Source: an optimization exercise on an open RTL-to-GDS flow (aim: small area, a short achievable clock period and few clock cycles per item). Production flows keep margins and buffers that such runs may drop.

delta:
## bit_encoder
module bit_encoder (
    input  wire        clk,
    input  wire        rst,         
    input  wire        cmd_valid,
    output wire        cmd_ready,
    input  wire [31:0] cmd_data,
    output wire        out_valid,
    input  wire        out_ready,
    output wire [7:0]  out_data,
    output wire [15:0] status,
    output wire        err
);
    localparam [1:0] CAUSE_BAD_OP    = 2'd1;
    localparam [1:0] CAUSE_RSVD_NZ   = 2'd2;
    localparam [1:0] CAUSE_BAD_WIDTH = 2'd3;
    reg [7:1]  pb;
    reg [2:0]  pn;
    reg        err_q;
    reg [1:0]  ecause;
    reg        trunc;
    reg [7:0]  ob0;
    reg [7:0]  ob1;
    reg        ov;
    reg        ov2;
    wire [7:0] pb8 = {pb, 1'b0};
    wire [1:0]  op    = cmd_data[31:30];
    wire [4:0]  width = cmd_data[20:16];
    wire [15:0] value = cmd_data[15:0];
    wire rsvd_nz   = |cmd_data[29:21];
    wire low_nz    = |cmd_data[20:0];
    wire width_bad = (width == 5'd0) || (width > 5'd16);
    wire is_flush  = (op == 2'b01) && !rsvd_nz && !low_nz;
    wire is_encode = (op == 2'b00) && !rsvd_nz && !width_bad;
    wire [1:0] cause = op[1]                 ? CAUSE_BAD_OP :
                       (op[0] || rsvd_nz)    ? CAUSE_RSVD_NZ :
                                               CAUSE_BAD_WIDTH;
    wire       g0     = pn[0] & width[0];
    wire       p1     = pn[1] ^ width[1];
    wire       c1     = (pn[1] & width[1]) | (p1 & g0);
    wire       p2     = pn[2] ^ width[2];
    wire       c2     = (pn[2] & width[2]) | (p2 & c1);
    wire [2:0] pn_new = {p2 ^ c1, p1 ^ g0, pn[0] ^ width[0]};
    wire       nb0    = width[4] | width[3] | c2;      
    wire       nb2    = width[4] | (width[3] & c2);
    wire       nb_lane1 = !width[4] && (width[3] ^ c2);
    wire [23:0] ys0 = pn_new[0] ? {1'b0, value, 7'd0} : {value, 8'd0};
    wire [23:0] ys1 = pn_new[1] ? {2'b0, ys0[23:2]}  : ys0;
    wire [23:0] y   = pn_new[2] ? {4'b0, ys1[23:4]}  : ys1;
    wire [7:0]  lane  = nb2 ? y[23:16] : nb_lane1 ? y[15:8] : y[7:0];
    wire [7:0]  pmask = 8'hFF >> pn;
    wire [7:0]  top   = pb8 | (lane & pmask);
    wire [7:0]  byte1 = y[15:8];
    wire [7:0]  pb_lo = y[7:0];
    wire [7:0]  pb_nx = nb0 ? pb_lo : top;
    reg [15:0] above;
    integer k;
    always @(*)
        for (k = 0; k < 16; k = k + 1)
            above[k] = (width <= k);
    wire value_trunc = |(value & above);
  ...
For scale: about 480 cells after synthesis, roughly 32 flip-flops, ~63 I/O pins, about 0.0028 sq mm of cells after synthesis.
==> module bit_encoder, before the edit <==
module bit_encoder (
    input  wire        clk,
    input  wire        rst,         
    input  wire        cmd_valid,
    output wire        cmd_ready,
    input  wire [31:0] cmd_data,
    output wire        out_valid,
    input  wire        out_ready,
    output wire [7:0]  out_data,
    output wire [15:0] status,
    output wire        err
);
    localparam [1:0] CAUSE_BAD_OP    = 2'd1;
    localparam [1:0] CAUSE_RSVD_NZ   = 2'd2;
    localparam [1:0] CAUSE_BAD_WIDTH = 2'd3;
    reg [7:1]  pb;
    reg [2:0]  pn;
    reg        err_q;
    reg [1:0]  ecause;
    reg        trunc;
    reg [7:0]  ob0;
    reg [7:0]  ob1;
    reg        ov;
    reg        ov2;
    wire [7:0] pb8 = {pb, 1'b0};
    wire [1:0]  op    = cmd_data[31:30];
    wire [4:0]  width = cmd_data[20:16];
    wire [15:0] value = cmd_data[15:0];
    wire rsvd_nz   = |cmd_data[29:21];
    wire low_nz    = |cmd_data[20:0];
    wire width_bad = (width == 5'd0) || (width > 5'd16);
    wire is_flush  = (op == 2'b01) && !rsvd_nz && !low_nz;
    wire is_encode = (op == 2'b00) && !rsvd_nz && !width_bad;
    wire [1:0] cause = op[1]                 ? CAUSE_BAD_OP :
                       (op[0] || rsvd_nz)    ? CAUSE_RSVD_NZ :
                                               CAUSE_BAD_WIDTH;
    wire       g0     = pn[0] & width[0];
    wire       p1     = pn[1] ^ width[1];
    wire       c1     = (pn[1] & width[1]) | (p1 & g0);
    wire       p2     = pn[2] ^ width[2];
    wire       c2     = (pn[2] & width[2]) | (p2 & c1);
    wire [2:0] pn_new = {p2 ^ c1, p1 ^ g0, pn[0] ^ width[0]};
    wire       nb0    = width[4] | width[3] | c2;      
    wire       nb2    = width[4] | (width[3] & c2);
    wire       nb_lane1 = !width[4] && (width[3] ^ c2);
    wire [23:0] ys0 = pn_new[0] ? {1'b0, value, 7'd0} : {value, 8'd0};
    wire [23:0] ys1 = pn_new[1] ? {2'b0, ys0[23:2]}  : ys0;
    wire [23:0] y   = pn_new[2] ? {4'b0, ys1[23:4]}  : ys1;
    wire [7:0]  lane  = nb2 ? y[23:16] : nb_lane1 ? y[15:8] : y[7:0];
    wire [7:0]  pmask = 8'hFF >> pn;
    wire [7:0]  top   = pb8 | (lane & pmask);
    wire [7:0]  byte1 = y[15:8];
    wire [7:0]  pb_lo = y[7:0];
    wire [7:0]  pb_nx = nb0 ? pb_lo : top;
    reg [15:0] above;
    integer k;
    always @(*)
        for (k = 0; k < 16; k = k + 1)
            above[k] = (width <= k);
    wire value_trunc = |(value & above);
    assign cmd_ready = !ov2 && (!ov || out_ready);
    wire   accept    = cmd_valid && cmd_ready;
    assign out_valid = ov;
    assign out_data  = ob0;
    always @(posedge clk) begin
        if (rst) begin
            ob0 <= 8'd0;
            ob1 <= 8'd0;
        end else begin
            if (!ov || out_ready)
                ob0 <= ov2 ? ob1 : top;
            if (!ov2)
                ob1 <= byte1;
        end
    end
    always @(posedge clk) begin
        if (rst) begin
            pb     <= 7'd0;
            pn     <= 3'd0;
            err_q  <= 1'b0;
            ecause <= 2'd0;
            trunc  <= 1'b0;
            ov     <= 1'b0;
            ov2    <= 1'b0;
        end else if (accept) begin
            ov  <= (is_encode && nb0) || (is_flush && pn != 3'd0);
            ov2 <= is_encode && nb2;
            if (is_encode) begin
                pb  <= pb_nx[7:1];
                pn  <= pn_new;
                if (value_trunc)
                    trunc <= 1'b1;
            end else if (is_flush) begin
                pb  <= 7'd0;
                pn  <= 3'd0;
            end else if (!err_q) begin
                err_q  <= 1'b1;
                ecause <= cause;
            end
        end else if (ov && out_ready) begin
            ov  <= ov2;
            ov2 <= 1'b0;
        end
    end
    assign status = {1'b0, trunc, ecause, err_q, pn, pb8};
    assign err    = err_q;
endmodule
clock: 6.0 ns
lec_check: 0
abc_area: 1
cap_margin: 20
core_margin: 2
core_utilization: 40
place_density: 0.6
setup_slack_margin: 3.05
slew_margin: 20
standard.sh (not shown) runs the stock make flow with config.mk's settings and CLKGATE_MAP_FILE= SYNTH_SCRIPT=/design/flow/synth_recipe.tcl, a recipe that flattens the netlist after the stock synthesis.
==> flow/flow/run.sh <==
#!/bin/bash
# Standard ORFS layout (the standard.sh) with these changes:
#  - the port buffers are made from the smallest buffer cell
#    (sky130_fd_sc_hd__buf_1) instead of buffer_ports' default choice;
#    timing repair still resizes them where the paths need it;
#  - synthesis leaves adders as plain gates for abc (ADDER_MAP_FILE empty)
#    rather than extracting them into fa/ha cells;
#  - clock tree synthesis adds no dummy load cells.
# Registers, their names and the synthesis script are otherwise unchanged.
set -uo pipefail
export BUFFER_PORTS_ARGS="-buffer_cell sky130_fd_sc_hd__buf_1"
export CTS_ARGS="-sink_clustering_enable -repair_clock_nets -dont_use_dummy_load -sink_clustering_size 40 -buf_list {sky130_fd_sc_hd__clkbuf_2 sky130_fd_sc_hd__clkbuf_4}"
bash standard.sh ADDER_MAP_FILE= finish > standard_flow.log 2>&1
status=$?
cp -r orfs/logs/sky130hd/bit_encoder/base orfs_logs 2>/dev/null
exit $status
> inputs changed (delta -> indigo)
==> flow/design.v <==
module bit_encoder (
    input  wire        clk,
    input  wire        rst,         
    input  wire        cmd_valid,
    output wire        cmd_ready,
    input  wire [31:0] cmd_data,
    output wire        out_valid,
    input  wire        out_ready,
    output wire [7:0]  out_data,
    output wire [15:0] status,
    output wire        err
);
    localparam [1:0] CAUSE_BAD_OP    = 2'd1;
    localparam [1:0] CAUSE_RSVD_NZ   = 2'd2;
    localparam [1:0] CAUSE_BAD_WIDTH = 2'd3;
    reg [7:1]  pb;
    reg [2:0]  pn;
    reg        err_q;
    reg [1:0]  ecause;
    reg        trunc;
    reg [7:0]  ob0;
    reg [7:0]  ob1;
    reg        ov;
    reg        one;
    wire       ov2 = ov && !one;
    wire [7:0] pb8 = {pb, 1'b0};
    wire [1:0]  op    = cmd_data[31:30];
    wire [4:0]  width = cmd_data[20:16];
    wire [15:0] value = cmd_data[15:0];
    wire rsvd_nz   = |cmd_data[29:21];
    wire low_nz    = |cmd_data[20:0];
    wire width_bad = (width == 5'd0) || (width > 5'd16);
    wire is_flush  = (op == 2'b01) && !rsvd_nz && !low_nz;
    wire is_encode = (op == 2'b00) && !rsvd_nz && !width_bad;
    wire [1:0] cause = op[1]                 ? CAUSE_BAD_OP :
                       (op[0] || rsvd_nz)    ? CAUSE_RSVD_NZ :
                                               CAUSE_BAD_WIDTH;
    wire       g0     = pn[0] & width[0];
    wire       p1     = pn[1] ^ width[1];
    wire       c1     = (pn[1] & width[1]) | (p1 & g0);
    wire       p2     = pn[2] ^ width[2];
    wire       c2     = (pn[2] & width[2]) | (p2 & c1);
    wire [2:0] pn_new = {p2 ^ c1, p1 ^ g0, pn[0] ^ width[0]};
    wire       nb0    = width[4] | width[3] | c2;      
    wire       nb2    = width[4] | (width[3] & c2);
    wire       nb_lane1 = !width[4] && (width[3] ^ c2);
    wire [23:0] ys0 = pn_new[0] ? {1'b0, value, 7'd0} : {value, 8'd0};
    wire [23:0] ys1 = pn_new[1] ? {2'b0, ys0[23:2]}  : ys0;
    wire [23:0] y   = pn_new[2] ? {4'b0, ys1[23:4]}  : ys1;
    wire [7:0]  lane  = nb2 ? y[23:16] : nb_lane1 ? y[15:8] : y[7:0];
    wire [7:0]  pmask = 8'hFF >> pn;
    wire [7:0]  top   = pb8 | (lane & pmask);
    wire [7:0]  byte1 = y[15:8];
    wire [7:0]  pb_lo = y[7:0];
    wire [7:0]  pb_nx = nb0 ? pb_lo : top;
    wire value_trunc = (|(lane & ~pmask))
                     | (!nb0 && (|y[15:8]))
                     | (!nb2 && (|y[23:16]));
    assign cmd_ready = !ov || (one && out_ready);
    wire   accept    = cmd_valid && cmd_ready;
    assign out_valid = ov;
    assign out_data  = ob0;
    always @(posedge clk) begin
        if (rst) begin
            ob0 <= 8'd0;
            ob1 <= 8'd0;
        end else begin
            if (!ov || out_ready)
                ob0 <= ov2 ? ob1 : top;
            if (!ov2)
                ob1 <= byte1;
        end
    end
    always @(posedge clk) begin
        if (rst) begin
            pb     <= 7'd0;
            pn     <= 3'd0;
            err_q  <= 1'b0;
            ecause <= 2'd0;
            trunc  <= 1'b0;
            ov     <= 1'b0;
            one    <= 1'b0;
        end else if (accept) begin
            ov  <= (is_encode && nb0) || (is_flush && pn != 3'd0);
            one <= !(is_encode && nb2);
            if (is_encode) begin
                pb  <= pb_nx[7:1];
                pn  <= pn_new;
                if (value_trunc)
                    trunc <= 1'b1;
            end else if (is_flush) begin
                pb  <= 7'd0;
                pn  <= 3'd0;
            end else if (!err_q) begin
                err_q  <= 1'b1;
                ecause <= cause;
            end
        end else if (ov && out_ready) begin
            ov  <= !one;
            one <= 1'b1;
        end
    end
    assign status = {1'b0, trunc, ecause, err_q, pn, pb8};
    assign err    = err_q;
endmodule
==> notes.md <==
On design area, delta and indigo are neck and neck. Against delta, count of fill cells added during filler insertion in indigo fell by a few percent. Diff delta -> indigo: critical-path maximum fanout picked up an extra 2, footprint of the multi-input gates picked up an extra 8.8 sq um, placeable core area lost 330 sq um. Compare delta and indigo | die area higher: delta. Length in cells of the worst reg-to-reg path up 3 in indigo wrt delta.
Function was not checked in any run of this note: the RTL went through the layout flow alone.

==> afterwards: timing with drivers on the ports <==
The flow's constraints put no driver on any port. The routed layouts listed below were extracted and timed again, unchanged, in two steps. Step 1 sets driving cells, clkbuf_16 on the clock port and buf_2 on the other inputs (assumed; they add their load-dependent delay and slew). Step 2, shift: input delay + t, output delay - t, t = (earliest + latest rising clock arrival at the registers) / 2. This alone moves slack from input paths to output paths. Three values: ideal, step 1, step 2; two values: the first two.
run | shift t [ns] | slack for setup (ns) | hold WS [ns] | worst slew at a driven data input, ns | pins driven straight from the clock port
delta | 0.348 | 3.087 / 3.062 / 2.864 | 0.481 / 0.481 / 0.481 | 0.03 | 1
indigo | 0.354 | 3.123 / 3.101 / 2.821 | 0.477 / 0.477 / 0.477 | 0.03 | 1
After both steps every run listed still meets setup and hold. For indigo, which loses most, drivers alone change the setup slack by -0.022 ns; drivers and shift together by -0.302 ns.
